Context: an optimization exercise on an open-source flow, tuned for small area, a short achievable clock period and few clock cycles. The choices shown serve that exercise and are no tape-out recipe.
No run shown here included a check of the RTL's function; only the layout flow was run.
No activity file was given, so power comes from the tool's default toggle rates.

$ cat flow/design.v
module baton_relay_core (
    input  wire        clk,
    input  wire        rst,
    input  wire [63:0] cfg_turns_required,
    input  wire        cmd_valid,
    output wire        cmd_ready,
    input  wire [1:0]  cmd_op,
    input  wire [7:0]  cmd_seed,
    input  wire        rx_valid,
    output wire        rx_ready,
    input  wire [63:0] rx_data,
    input  wire [3:0]  rx_len,
    input  wire        rx_fin,
    input  wire        offer_valid,
    output wire        offer_ready,
    input  wire [15:0] offer_len,
    output wire        tx_valid,
    input  wire        tx_ready,
    output wire [63:0] tx_data,
    output wire [3:0]  tx_len,
    output wire        tx_fin,
    output wire        tx_last,
    output wire        idle,
    output wire [2:0]  state,
    output wire        role,
    output wire [7:0]  baton_out,
    output wire [7:0]  baton_in,
    output wire [63:0] turn_count,
    output wire [63:0] rx_byte_count,
    output wire [2:0]  close_code,
    output wire        dgram_ready,
    output wire [7:0]  dgram_value
);
    localparam OP_ACCEPT   = 2'd0;
    localparam OP_CONNECT  = 2'd1;
    localparam OP_DEREG    = 2'd2;
    localparam OP_TIMEOUT  = 2'd3;
    localparam S_IDLE   = 3'd0;
    localparam S_READY  = 3'd1;
    localparam S_SENT   = 3'd2;
    localparam S_DONE   = 3'd3;
    localparam S_CLOSED = 3'd5;
    localparam [1:0] CC_SUCCESS   = 2'b00;
    localparam [1:0] CC_MALFORMED = 2'b01;
    localparam [1:0] CC_TIMEOUT   = 2'b10;
    localparam [1:0] CC_NONE      = 2'b11;
    localparam [1:0] D_IDLE = 2'd0;    
    localparam [1:0] D_LEN2 = 2'd1;    
    localparam [1:0] D_BODY = 2'd2;    
    localparam [1:0] D_DONE = 2'd3;    
    reg [2:0]  st;
    reg        role_r;
    reg [7:0]  baton_out_r;
    reg [7:0]  baton_in_r;
    reg        first_seen;
    reg [63:1] tc_hi;           
    reg [63:0] rx_bytes;
    reg [1:0]  cc;
    reg        dgram_ready_r;
    reg [7:0]  dgram_value_r;
    reg [63:1] rq;              
    reg        rc;              
    reg        r257;            
    reg        reached;         
    reg [1:0]  dph;
    reg [13:0] rem;             
    reg        send_q;          
    reg [14:0] fl;              
    reg        tx_busy;
    reg        last_r;          
    reg [15:0] w;               
    reg        fin_o;           
    reg [1:0]  hdr;             
    reg        turn_chk;
    reg        turn_fin;
    reg [7:1]  tc_cin;
    reg [7:1]  rb_cin;
    wire in_idle = !tx_busy && !turn_chk && !turn_fin && (rb_cin == 7'd0);
    assign idle        = in_idle;
    assign cmd_ready   = in_idle;
    assign rx_ready    = in_idle;
    assign offer_ready = in_idle;
    wire tc0 = (st != S_IDLE) && !role_r;
    assign state         = st;
    assign role          = role_r;
    assign baton_out     = baton_out_r;
    assign baton_in      = baton_in_r;
    assign turn_count    = {tc_hi, tc0};
    assign rx_byte_count = rx_bytes;
    assign close_code    = {cc[1], cc[0], cc[1] & cc[0]};
    assign dgram_ready   = dgram_ready_r;
    assign dgram_value   = dgram_value_r;
    wire active = (st != S_IDLE) && (st != S_CLOSED);
    wire cmd_go   = in_idle && cmd_valid;
    wire rx_go    = in_idle && !cmd_valid && rx_valid;
    wire offer_go = in_idle && !cmd_valid && !rx_valid && offer_valid;
    wire [3:0] beat_len = last_r ? w[3:0] : 4'd8;
    wire       beat_fin = last_r && fin_o;
    reg [63:0] beat_data;
    integer i;
    always @(*) begin
        for (i = 0; i < 8; i = i + 1)
            beat_data[i*8 +: 8] = (beat_fin && (i + 1 >= w[3:0])) ? baton_out_r : 8'd0;
        if (hdr[0]) beat_data[7:0]  = 8'h3f;
        if (hdr[1]) beat_data[15:0] = 16'hff7f;
    end
    assign tx_valid = tx_busy;
    assign tx_data  = beat_data;
    assign tx_len   = beat_len;
    assign tx_fin   = beat_fin;
    assign tx_last  = last_r;
    wire beat_go = tx_busy && tx_ready;
    wire [15:0] m = offer_len;
    wire        offer_writes = active && send_q && (m != 16'd0);
    wire        choose = (fl == 15'd0);
    wire        bo_zero = (baton_out_r == 8'd0);
    wire        m_one = (m == 16'd1);
    wire [14:0] len_choice = bo_zero ? 15'd2 : m_one ? 15'd65 : 15'd16386;
    wire [14:0] frame_left = choose ? len_choice : fl;
    wire        m_ge_fl = (m >= {1'b0, fl});
    wire        covers = !choose ? m_ge_fl :
                         bo_zero ? (m[15:1] != 15'd0) : (m >= 16'd16386);
    wire [14:0] fl_sub = (choose ? 15'd16386 : fl) - m[14:0];
    wire [14:0] fl_after = !choose ? fl_sub : bo_zero ? 15'd1 : m_one ? 15'd64 : fl_sub;
    wire [15:0] w_new = covers ? {1'b0, frame_left} : m;
    wire        m_le8 = (m[15:4] == 12'd0) && (m[3:0] <= 4'd8);
    wire        fl_le8 = (fl[14:4] == 11'd0) && (fl[3:0] <= 4'd8);
    wire        last_new = m_le8 || (choose ? bo_zero : fl_le8);
    wire [7:0] b0 = rx_data[7:0];
    wire [7:0] b1 = rx_data[15:8];
    wire [3:0] n  = rx_len;
    reg [14:0] idx;
    always @(*) begin
        case (dph)
        D_IDLE:  idx = b0[6] ? ({1'b0, b0[5:0], b1} + 15'd2) : ({9'd0, b0[5:0]} + 15'd1);
        D_LEN2:  idx = {1'b0, rem[13:8], b0} + 15'd1;
        default: idx = {1'b0, rem};
        endcase
    end
    wire        bad_pfx   = (dph == D_IDLE) && b0[7];
    wire        has_baton = (idx[14:3] == 12'd0) && ({1'b0, idx[2:0]} < n);
    wire        extra     = (idx[14:3] == 12'd0) && ({1'b0, idx[2:0]} + 4'd1 < n);
    wire [7:0]  rx_baton  = rx_data[idx[2:0]*8 +: 8];
    wire [14:0] rem_next  = idx - {11'd0, n};
    wire        pfx_split = (dph == D_IDLE) && b0[6] && (n == 4'd1);
    wire rx_n0      = (n == 4'd0);
    wire rx_close   = rx_n0 ? (rx_fin && (dph == D_LEN2 || dph == D_BODY))
                            : ((dph == D_DONE) || bad_pfx || (has_baton && extra) ||
                               (rx_fin && !has_baton));
    wire rx_turn    = !rx_n0 && (dph != D_DONE) && !bad_pfx && has_baton && !extra;
    wire [7:0]  b          = baton_in_r;
    wire [7:0]  b_plus1    = b + 8'd1;
    wire [7:0]  b_corrupt  = b + 8'd31;
    wire        seq_error  = first_seen && (b != baton_out_r + 8'd1);
    wire [4:0]  m7a        = {2'd0, b[2:0]} + {2'd0, b[5:3]} + {3'd0, b[7:6]};
    wire [3:0]  m7b        = {1'b0, m7a[2:0]} + {2'd0, m7a[4:3]};
    wire        arm_dgram  = role_r ? (m7b == 4'd1 || m7b == 4'd8)
                                    : (m7b == 4'd0 || m7b == 4'd7);
    wire        k_eq_rq    = (tc_hi == rq);
    wire        reached_k  = reached || k_eq_rq;           
    wire        terminal   = rc ? reached : reached_k;    
    wire        k_ge2      = (tc_hi[63:2] != 62'd0);
    wire        k_ge3      = (tc_hi[63:3] != 61'd0) || (tc_hi[2] && tc_hi[1]);
    wire        corrupting = r257 && (role_r ? k_ge3 : k_ge2);    
    wire [63:0] cfg = cfg_turns_required;
    wire        cfg_rc = (cmd_op == OP_CONNECT) || cfg[0];
    wire [4:0]  rxb_lo = {1'b0, rx_bytes[3:0]} + {1'b0, n};
    integer j;
    always @(posedge clk) begin
        if (rst) begin
            st            <= S_IDLE;
            role_r        <= 1'b0;
            baton_out_r   <= 8'd0;
            baton_in_r    <= 8'd0;
            first_seen    <= 1'b0;
            tc_hi         <= 63'd0;
            rx_bytes      <= 64'd0;
            cc            <= CC_NONE;
            dgram_ready_r <= 1'b0;
            dgram_value_r <= 8'd0;
            dph           <= D_IDLE;
            send_q        <= 1'b0;
            fl            <= 15'd0;
            tx_busy       <= 1'b0;
            turn_chk      <= 1'b0;
            turn_fin      <= 1'b0;
            tc_cin        <= 7'd0;
            rb_cin        <= 7'd0;
        end else begin
            if (cmd_go) begin
                case (cmd_op)
                OP_ACCEPT, OP_CONNECT: begin
                    if (st == S_IDLE &&
                        (cmd_op == OP_CONNECT || (cmd_seed >= 8'd1 && cmd_seed <= 8'd128))) begin
                        st            <= S_READY;
                        role_r        <= (cmd_op == OP_CONNECT);
                        baton_out_r   <= (cmd_op == OP_ACCEPT) ? cmd_seed : 8'd0;
                        baton_in_r    <= 8'd0;
                        first_seen    <= 1'b0;
                        rq            <= cfg[63:1];
                        rc            <= cfg_rc;
                        r257          <= (cfg == 64'd257);
                        reached       <= (cfg[63:1] == 63'd0);
                        tc_hi         <= 63'd0;
                        rx_bytes      <= 64'd0;
                        cc            <= CC_NONE;
                        dgram_ready_r <= 1'b0;
                        dgram_value_r <= 8'd0;
                        dph           <= D_IDLE;
                        fl            <= 15'd0;
                        send_q        <= (cmd_op == OP_ACCEPT);
                    end
                end
                OP_DEREG: begin
                    if (st != S_IDLE) begin
                        if (role_r) begin
                            st <= S_CLOSED;
                        end else begin
                            st            <= S_IDLE;
                            role_r        <= 1'b0;
                            baton_out_r   <= 8'd0;
                            baton_in_r    <= 8'd0;
                            first_seen    <= 1'b0;
                            tc_hi         <= 63'd0;
                            rx_bytes      <= 64'd0;
                            cc            <= CC_NONE;
                            dgram_ready_r <= 1'b0;
                            dgram_value_r <= 8'd0;
                            dph           <= D_IDLE;
                            send_q        <= 1'b0;
                            fl            <= 15'd0;
                        end
                    end
                end
                default: begin  
                    if (active) begin
                        st <= S_CLOSED;
                        cc <= CC_TIMEOUT;
                    end
                end
                endcase
            end
            if (rx_go && active) begin
                rx_bytes[3:0] <= rxb_lo[3:0];
                if (rxb_lo[4]) begin
                    rx_bytes[11:4] <= rx_bytes[11:4] + 8'd1;
                    rb_cin[1]      <= (rx_bytes[11:4] == 8'hff);
                end
                if (rx_close) begin
                    st <= S_CLOSED;
                    cc <= CC_MALFORMED;
                end
                if (!rx_n0 && dph != D_DONE && !bad_pfx) begin
                    if (has_baton) begin
                        baton_in_r <= rx_baton;
                        dph        <= D_DONE;
                    end else if (pfx_split) begin
                        dph        <= D_LEN2;
                        rem[13:8]  <= b0[5:0];
                    end else begin
                        dph        <= D_BODY;
                        rem        <= rem_next[13:0];
                    end
                end
                if (rx_turn)
                    turn_chk <= 1'b1;
            end
            for (j = 1; j < 7; j = j + 1) begin
                if (rb_cin[j]) begin
                    rx_bytes[j*8+4 +: 8] <= rx_bytes[j*8+4 +: 8] + 8'd1;
                    rb_cin[j]   <= 1'b0;
                    rb_cin[j+1] <= (rx_bytes[j*8+4 +: 8] == 8'hff);
                end
            end
            if (rb_cin[7]) begin
                rx_bytes[63:60] <= rx_bytes[63:60] + 4'd1;
                rb_cin[7]       <= 1'b0;
            end
            if (offer_go) begin
                tx_busy <= 1'b1;
                hdr     <= 2'b00;
                fin_o   <= 1'b0;
                if (offer_writes) begin
                    w      <= w_new;
                    last_r <= last_new;
                    if (choose)
                        hdr <= bo_zero ? 2'b00 : m_one ? 2'b01 : 2'b10;
                    if (covers) begin
                        fin_o  <= 1'b1;
                        fl     <= 15'd0;
                        send_q <= 1'b0;
                        dph    <= D_IDLE;
                        if (st != S_DONE)
                            st <= S_SENT;
                    end else begin
                        fl     <= fl_after;
                    end
                end else begin
                    w      <= 16'd0;
                    last_r <= 1'b1;
                end
            end
            if (beat_go) begin
                hdr     <= 2'b00;
                w[15:3] <= w[15:3] - 13'd1;
                last_r  <= (w[15:5] == 11'd0) && (!w[4] || w[3:0] == 4'd0);
                if (last_r)
                    tx_busy <= 1'b0;
            end
            if (turn_chk) begin
                turn_chk <= 1'b0;
                if (b == 8'd0) begin
                    st <= S_CLOSED;
                    cc <= CC_SUCCESS;
                end else if (seq_error) begin
                    st <= S_CLOSED;
                    cc <= CC_MALFORMED;
                end else begin
                    first_seen <= 1'b1;
                    if (arm_dgram) begin
                        dgram_ready_r <= 1'b1;
                        dgram_value_r <= b;
                    end
                    tc_hi[8:1] <= tc_hi[8:1] + 8'd1;
                    tc_cin[1]  <= (tc_hi[8:1] == 8'hff);
                    turn_fin   <= 1'b1;
                end
            end
            for (j = 1; j < 7; j = j + 1) begin
                if (tc_cin[j]) begin
                    tc_hi[j*8+1 +: 8] <= tc_hi[j*8+1 +: 8] + 8'd1;
                    tc_cin[j]   <= 1'b0;
                    tc_cin[j+1] <= (tc_hi[j*8+1 +: 8] == 8'hff);
                end
            end
            if (tc_cin[7]) begin
                tc_hi[63:57] <= tc_hi[63:57] + 7'd1;
                tc_cin[7]    <= 1'b0;
            end
            if (turn_fin && tc_cin == 7'd0) begin
                turn_fin <= 1'b0;
                reached  <= reached_k;
                if (terminal) begin
                    baton_out_r <= 8'd0;
                    st          <= S_DONE;
                end else if (corrupting) begin
                    baton_out_r <= (b_corrupt == 8'd0) ? 8'd1 : b_corrupt;
                    st          <= S_SENT;
                end else begin
                    baton_out_r <= b_plus1;
                    st          <= S_SENT;
                end
                send_q <= 1'b1;
                fl     <= 15'd0;
            end
        end
    end
endmodule
$ cat flow/flow/run.sh
#!/bin/bash
# Standard layout, with every port buffered by the smallest buffer instead of
# the flow's default choice. Full make output goes to standard.log.
set -euo pipefail
export BUFFER_PORTS_ARGS="-buffer_cell sky130_fd_sc_hd__buf_1"
bash standard.sh finish > standard.log 2>&1
$ cat flow/standard.sh
#!/bin/bash
# synth_recipe.tcl (not shown) runs the flow's synth.tcl, then flattens the netlist and writes it again
# the make line also repeats each setting of config.mk as NAME=value (left out here)
make -C /OpenROAD-flow-scripts/flow DESIGN_CONFIG=/design/flow/config.mk WORK_HOME=/design/flow/orfs CLKGATE_MAP_FILE= SYNTH_SCRIPT=/design/flow/synth_recipe.tcl "${@:-finish}"
$ cat flow/config.mk
export PLATFORM = sky130hd
export DESIGN_NAME = baton_relay_core
export DESIGN_NICKNAME = baton_relay_core
export VERILOG_FILES = /design/flow/design.v
export SDC_FILE = /design/flow/constraint.sdc
export NUM_CORES = 4
export LEC_CHECK = 0
export CAP_MARGIN = 20
export CORE_MARGIN = 2
export CORE_UTILIZATION = 40
export SETUP_SLACK_MARGIN = 4.5
export SLEW_MARGIN = 20
$ cat flow/constraint.sdc
create_clock -name core_clock -period 8.0 [get_ports {clk}]
set_input_delay 1.6000 -clock core_clock [delete_from_list [all_inputs] [get_ports {clk}]]
set_output_delay 1.6000 -clock core_clock [all_outputs]
set_load 0.01 [all_outputs]
==> results of run 1 <==
==> logic make-up after synthesis <==
logic type	after synthesis
buffers and inverters	243
adder cells (fa/ha/maj)	91
XOR/XNOR	143
multiplexers	37
AND/OR/NAND/NOR	979
flip-flops	294
AO/OA/AOI/OAI	442
==> layer usage <==
| metal | vias to the layer above | part of all wire (%) | global-route usage, % |
|---|---|---|---|
| met5 | - | 0 | 0 |
| met4 | 0 | 3.8 | 10.4 |
| met3 | 151 | 6.2 | 3.74 |
| met2 | 762 | 48 | 45.0 |
| met1 | 9164 | 42 | 34.3 |
| li1 | 8904 | - | - |
==> per-stage QoR <==
stage / cells / hold WS, ps / utilization (%) / setup WS (ps) / power [mW]
3_5_place_dp: 3090 / 466 / 45.2 / 2390 / 2.03
4_1_cts: 3238 / 469 / 51.0 / 4200 / 3.74
2_1_floorplan: 2229 / 455 / - / 3740 / 1.90
3_3_place_gp: 3090 / 458 / 45.2 / 2470 / 2.02
6_report: 3286 / 466 / 53.4 / 4210 / 3.76
5_1_grt: 3285 / 497 / 53.3 / 4120 / 3.90
==> path summary, 6_finish.rpt <==
path / slack (ps) / to / startpoint / cells past startpoint
hold reg to reg: 470 / rb_cin[2] / rx_bytes[19] / 2
setup reg to reg: 4250 / dgram_value_r[2] / baton_in_r[1] / 16
setup / recovery: 4210 / st[0] / rx_data[6] / 12
hold / removal: 470 / rb_cin[2] / rx_bytes[19] / 2
==> final cells by class <==
cell class / instances / area share (%)
diodes: 3 / 0.0309
clock inverters: 18 / 0.722
repair buffers: 536 / 13.0
well taps: 600 / 3.09
multi-input cells: 1695 / 48.9
repair inverters: 1 / 0.0464
flip-flops and latches: 294 / 28.5
inverters: 91 / 1.64
clock buffers: 48 / 4.02
==> what timing repair did <==
action,4_1_cts,5_1_grt
gates resized for setup,195,204
endpoints found under the setup margin,319,280
buffers inserted,74,43
pin swaps,58,72
cloned,8,2
==> report_power, final <==
part / switching (mW) / leakage (nW) / internal (mW)
Combinational: 0.319 / 6.06 / 0.232
Sequential: 0.0251 / 2.49 / 1.56
Clock: 0.691 / 0.571 / 0.933
Total: 1.04 / 9.13 / 2.73
==> cells in the final DEF (no fill, tap or decap), types with 14 or more instances in the layout <==
cell	instances
sky130_fd_sc_hd__a211oi_1	16
sky130_fd_sc_hd__a21o_1	25
sky130_fd_sc_hd__a21oi_1	140
sky130_fd_sc_hd__a21oi_2	21
sky130_fd_sc_hd__a22oi_2	22
sky130_fd_sc_hd__a41oi_1	14
sky130_fd_sc_hd__and2_1	16
sky130_fd_sc_hd__and3_1	53
sky130_fd_sc_hd__buf_1	332
sky130_fd_sc_hd__buf_12	16
sky130_fd_sc_hd__buf_2	24
sky130_fd_sc_hd__buf_4	95
sky130_fd_sc_hd__buf_6	31
sky130_fd_sc_hd__clkbuf_16	37
sky130_fd_sc_hd__clkbuf_2	24
sky130_fd_sc_hd__dfxtp_1	180
sky130_fd_sc_hd__edfxtp_1	100
sky130_fd_sc_hd__ha_1	70
sky130_fd_sc_hd__inv_1	81
sky130_fd_sc_hd__mux2_2	16
sky130_fd_sc_hd__mux2i_1	19
sky130_fd_sc_hd__nand2_1	201
sky130_fd_sc_hd__nand3_1	79
sky130_fd_sc_hd__nand3b_1	48
sky130_fd_sc_hd__nand4_1	43
sky130_fd_sc_hd__nor2_1	214
sky130_fd_sc_hd__nor2_4	19
sky130_fd_sc_hd__nor2b_1	58
sky130_fd_sc_hd__nor3_1	59
sky130_fd_sc_hd__nor4_1	74
sky130_fd_sc_hd__o21ai_0	67
sky130_fd_sc_hd__xnor2_1	53
sky130_fd_sc_hd__xor2_1	87
==> critical path, cell delays in order <==
cell	delay [ps]
sky130_fd_sc_hd__buf_16	120
sky130_fd_sc_hd__buf_4	120
sky130_fd_sc_hd__nand4_1	90
sky130_fd_sc_hd__buf_4	180
sky130_fd_sc_hd__nor4_4	220
sky130_fd_sc_hd__mux2i_1	110
sky130_fd_sc_hd__a221o_1	330
sky130_fd_sc_hd__nor4_4	410
sky130_fd_sc_hd__o2111ai_4	220
sky130_fd_sc_hd__mux2i_4	250
sky130_fd_sc_hd__a31o_4	270
sky130_fd_sc_hd__a2111oi_4	330
==> state kept, by name, indices dropped and copies added (netlist names), 2 cells and up <==
name	cells
baton_in_r	8
cc	2
rb_cin	7
rq	63
dgram_value_r	8
fl	15
w	16
baton_out_r	8
hdr	2
rx_bytes	64
tc_cin	7
tc_hi	63
rem	14
dph	2
st	3
==> notes.md, run 1 <==
leakage dissipation=9.13 nW; count of distinct cell types in the synthesized netlist=83; antenna viol nets, final=0; Detailed Route Iter0 Violations=1574; number of CTS-inserted buffers=36; clock tree sinks=294; flip-flop and latch area=0.00692 sq mm; run status=timing/DRC/antenna clean; Die Y-Extent=219 um; fraction of final layout cells with drive strength greater than 1=18.6%; Finish-stage setup viols=0; leading post-synthesis cells by cell area=sky130_fd_sc_hd__dfxtp_1 (21%), sky130_fd_sc_hd__edfxtp_1 (16%), sky130_fd_sc_hd__ha_1 (5.5%); die extent in x=219 um; leading register cell type out of synthesis=sky130_fd_sc_hd__dfxtp_1; maximum VDD drop=0.000160 V; Final Cell Area=0.0243 sq mm; share of the clock period used by the worst path after layout=47.3%; antenna violations before repair=3; adder-cell area share of the yosys netlist=6.41%; complex-gate fraction of the synthesized area=15.3%; synthesized-area fraction occupied by and/or/nand/nor cells=26.9%; total count of hold-check failures in the final report=0; post-synthesis area per instance=8.30 sq um; worst hold path type=flip-flop to flip-flop; worst-path maximum fanout=7; Worst-Skew Late Latency=570 ps; total number of vias=19.0k; area growth from synthesis to layout=31.1%; synthesized instance count=2229; Cell Area, Synth=0.0185 sq mm; proportion of register bits with asynchronous set or reset after synthesis=0%; area share of the largest cell type after synthesis=21.0%; area of combinational cells with multiple inputs=0.0119 sq mm; Boundary Pins=400; maximum frequency from static timing analysis=264 MHz; clk slew on worst S/H paths=60 ps; Initial Utilization=40.7%; largest net degree at the start of global routing=92; final wirelength=67200 um; startpoint type of the worst setup path=input pin; number of global-route vias before repair=17.6k; number of synthesized register bits=294; Area after DPL=0.0206 sq mm; DR vias/cell=5.78; Die Outline Area=0.0480 sq mm; final-layout fill cell count=4268; Post-synth EDFFs=100; 1st-pass router iterations=7; multiplexer fraction of the synthesized cell area=2.11%; Max clock buf depth=3; fraction of the yosys area taken by sequential cells=37.2%; crit end category=flip-flop; nets in the synthesized netlist=2483; minimum clock period=3790 ps; setup total negative slack=0 ps; max-capacitance violation count=0; detailed-placement wirelength estimate=47300 um; worst path required time=8460 ps; number of hold buffers added after cts=0; transition time at the pin with the least slew margin=1010 ps; total global routing overflow=0; dominant cell type by area after synthesis=sky130_fd_sc_hd__dfxtp_1; xor and xnor area share after synthesis=6.77%; Buffers on Ports=399; total power density per cell area=155 mW/mm^2; count of synthesis-stage warnings from yosys=1; Setup CP Type=input pin to flip-flop; Fin Clk Skew=27.9 ps; Row Count=78; core region area=0.0455 sq mm; Data arrival, critical path=4250 ps; Slew Limit Headroom=32.5%; wire per inst=20.4 um; max-slew violation count=0; leading post-synthesis cells by instance count=sky130_fd_sc_hd__nor2_1 (241), sky130_fd_sc_hd__nand2_1 (223), sky130_fd_sc_hd__dfxtp_1 (194), sky130_fd_sc_hd__a21oi_1 (164), sky130_fd_sc_hd__clkbuf_1 (128); setup repair after global routing missed its margin=yes; most common cell in the synthesized netlist=sky130_fd_sc_hd__nor2_1; dominant combinational cell family by area after synthesis=simple AND/OR/NAND/NOR gates; CTS tree=yes; placer congestion estimate=0.903; Tot GR Track Use=26.6%; depth of the CTS H-tree=2; remaining design rule violation count=0; number of nets in the layout=2909; clock root buffer=sky130_fd_sc_hd__clkbuf_16; first-pass GRT wire length=99900 um
==> run 2, diff against run 1 <==
--- a/flow/config.mk
+++ b/flow/config.mk
@@ -9,4 +9,3 @@
 export CORE_MARGIN = 2
 export CORE_UTILIZATION = 40
-export SETUP_SLACK_MARGIN = 4.5
 export SLEW_MARGIN = 20
==> run 2 against run 1 <==
Wire length is 9.6% lower. Still clean. Fmax decreased by 32%. Critical path depth decreased by 2. Clock power about the same. Via count shrank 6.0%. Register-to-register slack got worse by 1000 ps. Die area unchanged. First-iteration DRC count down 3.4%. Global-route usage fell by 2.1 points. Critical path type unchanged.
==> notes.md, run 2 <==
minimum clock period=5610 ps (was 3790 ps); Cell Area, Synth=0.0185 sq mm (unchanged); core region area=0.0455 sq mm (unchanged); dominant cell type by area after synthesis=sky130_fd_sc_hd__dfxtp_1 (unchanged); fraction of final layout cells with drive strength greater than 1=4.08% (was 18.6%); 1st-pass router iterations=6 (was 7); total power density per cell area=167 mW/mm^2 (was 155 mW/mm^2); wire per inst=19.3 um (was 20.4 um); placer congestion estimate=0.914 (was 0.903); die extent in x=219 um (unchanged); count of synthesis-stage warnings from yosys=1 (unchanged); worst path required time=8170 ps (was 8460 ps); share of the clock period used by the worst path after layout=70.1% (was 47.3%); synthesized instance count=2229 (unchanged); Tot GR Track Use=24.5% (was 26.6%); max-capacitance violation count=0 (unchanged); most used cells in the layout excluding fill and tap cells=sky130_fd_sc_hd__buf_1 (398), sky130_fd_sc_hd__nor2_1 (240), sky130_fd_sc_hd__nand2_1 (223), sky130_fd_sc_hd__dfxtp_1 (194), sky130_fd_sc_hd__a21oi_1 (163) (was sky130_fd_sc_hd__buf_1 (332), sky130_fd_sc_hd__nor2_1 (214), sky130_fd_sc_hd__nand2_1 (201), sky130_fd_sc_hd__dfxtp_1 (180), sky130_fd_sc_hd__a21oi_1 (140)); leading post-synthesis cells by instance count=sky130_fd_sc_hd__nor2_1 (241), sky130_fd_sc_hd__nand2_1 (223), sky130_fd_sc_hd__dfxtp_1 (194), sky130_fd_sc_hd__a21oi_1 (164), sky130_fd_sc_hd__clkbuf_1 (128) (unchanged); clock tree sinks=294 (unchanged); proportion of register bits with asynchronous set or reset after synthesis=0% (unchanged); post-synthesis area per instance=8.30 sq um (unchanged); clk slew on worst S/H paths=60 ps (about the same); worst-path maximum fanout=28 (was 7); post_cts resized=0 (was 195); Setup CP Type=input pin to flip-flop (unchanged); leading post-synthesis cells by cell area=sky130_fd_sc_hd__dfxtp_1 (21%), sky130_fd_sc_hd__edfxtp_1 (16%), sky130_fd_sc_hd__ha_1 (5.5%) (unchanged); largest registers=rx_bytes x64, rq x63, tc_hi x63 (unchanged); leading cell type in the layout, fill and taps excluded=sky130_fd_sc_hd__buf_1 (unchanged); leading register cell type out of synthesis=sky130_fd_sc_hd__dfxtp_1 (unchanged); Detailed Route Iter0 Violations=1520 (was 1574); fraction of the core area covered by cells at the end of the flow=47.0% (was 53.4%); Boundary Pins=400 (unchanged); Die Y-Extent=219 um (unchanged); Initial Utilization=40.7% (unchanged); depth of the CTS H-tree=2 (unchanged); Fin Clk Skew=25.9 ps (was 27.9 ps); final wirelength=60700 um (was 67200 um); nets in the synthesized netlist=2483 (unchanged); worst hold path type=flip-flop to flip-flop (unchanged); Worst-Skew Late Latency=570 ps (about the same); leakage dissipation=7.76 nW (was 9.13 nW); maximum frequency from static timing analysis=178 MHz (was 264 MHz); setup repair after global routing missed its margin=no (was yes); fraction of the yosys area taken by sequential cells=37.2% (unchanged); remaining design rule violation count=0 (unchanged); antenna viol nets, final=0 (unchanged); Buffers on Ports=399 (unchanged); startpoint type of the worst setup path=input pin (unchanged); Die Outline Area=0.0480 sq mm (unchanged); Data arrival, critical path=5780 ps (was 4250 ps); max-slew violation count=0 (unchanged); total number of vias=17.8k (was 19.0k); maximum VDD drop=0.000167 V (was 0.000160 V); antenna violations before repair=1 (was 3); number of nets in the layout=2778 (was 2909); crit end category=flip-flop (unchanged); total count of hold-check failures in the final report=0 (unchanged); area share of the largest cell type after synthesis=21.0% (unchanged); detailed-placement wirelength estimate=45400 um (was 47300 um); Finish-stage setup viols=0 (unchanged); clock root buffer=sky130_fd_sc_hd__clkbuf_16 (unchanged); register bank with the most flops=rx_bytes (unchanged); CTS tree=yes (unchanged); number of hold buffers added after cts=0 (unchanged); number of CTS-inserted buffers=35 (was 36); post-CTS setup buffer count=0 (was 74); total global routing overflow=0 (unchanged); Row Count=78 (unchanged); Post-synth EDFFs=100 (unchanged); number of global-route vias before repair=16.7k (was 17.6k); max FFs per register=64 (unchanged); Max clock buf depth=3 (unchanged); area growth from synthesis to layout=15.5% (was 31.1%); most common cell in the synthesized netlist=sky130_fd_sc_hd__nor2_1 (unchanged); DR vias/cell=5.66 (was 5.78); number of synthesized register bits=294 (unchanged); first-pass GRT wire length=92800 um (was 99900 um); transition time at the pin with the least slew margin=923 ps (was 1010 ps); run status=timing/DRC/antenna clean (unchanged); Slew Limit Headroom=38.3% (was 32.5%); final-layout fill cell count=4528 (was 4268); setup total negative slack=0 ps (unchanged); largest net degree at the start of global routing=84 (was 92); count of distinct cell types in the synthesized netlist=83 (unchanged)
==> run 2: cell counts after synthesis <==
No cell type changed its count.
==> run 2: power breakdown <==
part	total (mW)	switching, mW	internal [mW]
Sequential	1.59	0.0210	1.57
Combinational	0.390	0.257	0.133
Clock	1.60	0.674	0.924
Total	3.57	0.952	2.62
==> run 2: area by class of cell <==
| type | instances | area [sq um] | area share [%] |
|---|---|---|---|
| multi-input cells | 1692 | 10700 | 50.0 |
| flip-flops and latches | 294 | 6890 | 32.2 |
| repair buffers | 410 | 1580 | 7.41 |
| clock buffers | 53 | 1020 | 4.77 |
| well taps | 600 | 751 | 3.51 |
| inverters | 91 | 342 | 1.60 |
| clock inverters | 11 | 108 | 0.503 |
| diodes | 2 | 5.00 | 0.0234 |
==> run 2: worst paths after layout <==
check,start,endpoint,slack (ps),cells after the start
max,rx_data[6],rem[9],2390,10
min,rx_bytes[35],rb_cin[4],480,2
max reg2reg,dph[1],rem[9],3230,11
min reg2reg,rx_bytes[35],rb_cin[4],480,2
==> run 2: layer usage <==
layer  track usage (%)  routed length [um]  share of wire (%)
met1              32.4               26200                 43
met2              40.8               28900                 48
met3              3.23                3950                6.5
met4              8.81                1710                2.8
met5                 0                   0                  0
==> run 2: cells by family (layout without fill, tap and decap cells) <==
kind of cell | Yosys count | in the layout | share of synthesized area (%)
buffers and inverters | 243 | 565 | 5.29
other | 0 | 2 | 0
adders and majority gates | 91 | 91 | 6.41
and+or+nand+nor | 979 | 979 | 26.9
DFF | 294 | 294 | 37.2
AOI/OAI and AO/OA | 442 | 442 | 15.3
muxes | 37 | 37 | 2.11
xor gates and xnor gates | 143 | 143 | 6.77
==> run 2: worst max-delay path, stage by stage <==
cell,delay [ps]
sky130_fd_sc_hd__buf_1,500
sky130_fd_sc_hd__nand2_1,440
sky130_fd_sc_hd__nor2_1,190
sky130_fd_sc_hd__a221o_1,720
sky130_fd_sc_hd__clkinv_1,500
sky130_fd_sc_hd__fa_1,560
sky130_fd_sc_hd__inv_1,80
sky130_fd_sc_hd__a21oi_1,110
sky130_fd_sc_hd__o2111ai_2,300
sky130_fd_sc_hd__nor3b_1,800
==> run 2: through the flow <==
stage	area [sq um]	hold slack (ps)	setup WS, ps	total power, mW	cells
floorplan	18500	455	2110	1.87	2229
global placement	20200	463	1800	2.00	3086
detailed placement	20200	469	1690	2.00	3086
CTS	21300	487	2250	3.61	3150
global route	21400	516	1950	3.71	3152
finish	21400	483	2390	3.57	3153

[what the ideal ports hide]
The results above use ideal ports. As a check the final layouts listed here were re-extracted and re-timed, cells and wires unchanged. Step 1 (the two cells are an assumption about what drives the block):
set clk [get_ports {clk}]
set_driving_cell -lib_cell sky130_fd_sc_hd__clkbuf_16 $clk
set_driving_cell -lib_cell sky130_fd_sc_hd__buf_2 [delete_from_list [all_inputs] $clk]
Step 2 moves the port delays by t, midway between the first and last clock arrival at a register: inputs arrive t later, outputs are due t later. That takes back most of the time a late clock gives input paths. a / b / c = ideal / step 1 / step 2; a / b = the first two.
run | t, ns | slack for setup (ns) | worst setup path after step 2 | slew at the worst register clock pin (ns) | pins driven straight from the clock port
run 1 | 0.611 | 4.214 / 4.125 / 3.515 | input to register | 0.06 / 0.06 | 1
run 2 | 0.613 | 2.392 / 2.414 / 1.801 | input to register | 0.06 / 0.06 | 1
After both steps setup and hold are still met in every run listed. The setup slack of run 1, which loses most, moves by -0.089 ns with the drivers and by -0.699 ns with both steps.
